From an optimization exercise on the open Yosys and OpenROAD flow, aimed at small area, a short achievable clock period and few clock cycles per item; shortcuts taken in it are not production practice. Function was checked by simulation only, so behaviour that the tests miss may differ from the original.

Setup of run A:
Design bptc19696, start of the top module:
module bptc19696 (
    input  wire         clk,
    input  wire         rst,           
    input  wire         start,
    input  wire         op,            
    input  wire [263:0] frame_in,      
    input  wire [95:0]  payload_in,    
    output wire         ready,
    output wire         done,
    output wire [263:0] frame_out,     
    output wire [95:0]  payload_out    
);
Settings: LEC_CHECK=0, CAP_MARGIN=20, CORE_MARGIN=2, CORE_UTILIZATION=45, CTS_CLUSTER_DIAMETER=120, CTS_CLUSTER_SIZE=20, SETUP_SLACK_MARGIN=5, SLEW_MARGIN=20; clock period 10.0 ns.
run.sh (not shown) runs the stock make flow with config.mk's settings and CLKGATE_MAP_FILE= SYNTH_SCRIPT=/design/flow/synth_recipe.tcl, a recipe that flattens the netlist after the stock synthesis.
Run A finished end to end and its layout was clean on timing, DRC and antenna.
Testbench counts of run A, summed over its fixed seeds: cycles 7,055, items 3,200.
Here is what was changed in the inputs of run B compared with run A.
# run A
export LEC_CHECK = 0
export CAP_MARGIN = 20
export CORE_MARGIN = 2
export CORE_UTILIZATION = 45
export CTS_CLUSTER_DIAMETER = 120
export CTS_CLUSTER_SIZE = 20
export SETUP_SLACK_MARGIN = 5
export SLEW_MARGIN = 20
create_clock -name core_clock -period 10.0 [get_ports {clk}]
# run B
export LEC_CHECK = 0
export CAP_MARGIN = 20
export CORE_MARGIN = 2
export CORE_UTILIZATION = 45
export SETUP_SLACK_MARGIN = 5
export SLEW_MARGIN = 20
create_clock -name core_clock -period 10.0 [get_ports {clk}]
==> flow/flow/run.sh (new file) <==
#!/bin/bash
# Layout flow: the standard ORFS flow (standard synthesis unchanged), with
# one change in placement: the port buffers that ORFS inserts on every input
# and output are sky130_fd_sc_hd__buf_1 instead of the cell buffer_ports picks
# by default (clkdlybuf4s50_1, a slow delay cell).
# make's full output goes to flow_make.log in this folder; ORFS writes each
# tool's own log under orfs/logs/.
set -euo pipefail
bash standard.sh "BUFFER_PORTS_ARGS=-buffer_cell sky130_fd_sc_hd__buf_1" finish > flow_make.log 2>&1
==> flow/standard.sh (new file) <==
#!/bin/bash
# synth_recipe.tcl (not shown) runs the flow's synth.tcl, then flattens the netlist and writes it again
# the make line also repeats each setting of config.mk as NAME=value (left out here)
make -C /OpenROAD-flow-scripts/flow DESIGN_CONFIG=/design/flow/config.mk WORK_HOME=/design/flow/orfs CLKGATE_MAP_FILE= SYNTH_SCRIPT=/design/flow/synth_recipe.tcl "${@:-finish}"
removed: flow/run.sh
==> notes.md <==
- There was hardly any difference in sequential cell count between run A and run B.
- Run B ends up with a pre-CTS setup slack that is 0.16 ns lower than in run A.
- Sequential share of cell area: run B vs run A up 2.2 points
- Higher ratio of cells with drive above 1 in the final layout among run B and run A: run B
- Of run B and run A, the higher global routing usage on met1 belongs to run B.
- On number of antenna violations at the first check in global routing: between run B and run A, it ends up higher for run A.
- On largest fanout of any net on the critical path, the lower figure sits with run A, not run B.
- Synthesized netlist cell count came out exactly the same in run B and run A.
- Non-clock buffer count on run B is down relative to run A.
For run C, these inputs were changed with respect to run B:
# run B
export LEC_CHECK = 0
export CAP_MARGIN = 20
export CORE_MARGIN = 2
export CORE_UTILIZATION = 45
export SETUP_SLACK_MARGIN = 5
export SLEW_MARGIN = 20
create_clock -name core_clock -period 10.0 [get_ports {clk}]
# run C
export LEC_CHECK = 0
export CAP_MARGIN = 20
export CORE_MARGIN = 2
export CORE_UTILIZATION = 45
export CTS_CLUSTER_DIAMETER = 120
export CTS_CLUSTER_SIZE = 20
export SETUP_SLACK_MARGIN = 5
export SLEW_MARGIN = 20
create_clock -name core_clock -period 10.0 [get_ports {clk}]
==> notes.md <==
- Run C was carried through to the last stage, and its layout satisfied the timing, DRC and antenna checks.
- Against run B, run C comes in 126 lower on via count.
- Going from run B to run C, the layout overhead on the synthesized area was found to have gone down by 2.5 points.
- For final count of hold timing violations, run B and run C come out practically identical.
- Minimum hold slack was higher in run C than in run B.
- Summary: with run B as the reference, design area in run C moved down by a few percent.
- Comparing run C against run B, there is no change at all in placed instance count.
- Of run C and run B, the run reporting the lower worst setup slack was run B.

[static timing again, ports no longer ideal]
No port has a modelled driver above. Below, the same layouts with a new extraction and two added sets of constraints.
Step 1 sets driving cells, clkbuf_16 on the clock port and buf_2 on the other inputs (assumed; they add their load-dependent delay and slew).
Step 2 adds t to the input delays and takes it off the output delays; t is the mean of the earliest and latest rising clock arrival at the registers after step 1. Input paths then give back, and output paths get back, about the clock's delay inside the block.
Three values: no drivers, after step 1, after step 2; two values: the first two.
run	shift t [ns]	setup slack, ns	latest minus earliest clock arrival (ns)	worst register clock-pin slew, ns	pins driven straight from the clock port
run A	0.595	4.973 / 4.910 / 4.585	0.041 / 0.041	0.11 / 0.11	1
run B	0.621	4.962 / 4.896 / 4.689	0.019 / 0.019	0.07 / 0.07	1
run C	0.607	5.027 / 4.961 / 4.748	0.028 / 0.028	0.11 / 0.11	1
After both steps setup and hold are still met in every run listed. The setup slack of run A, which loses most, moves by -0.063 ns with the drivers and by -0.388 ns with both steps.
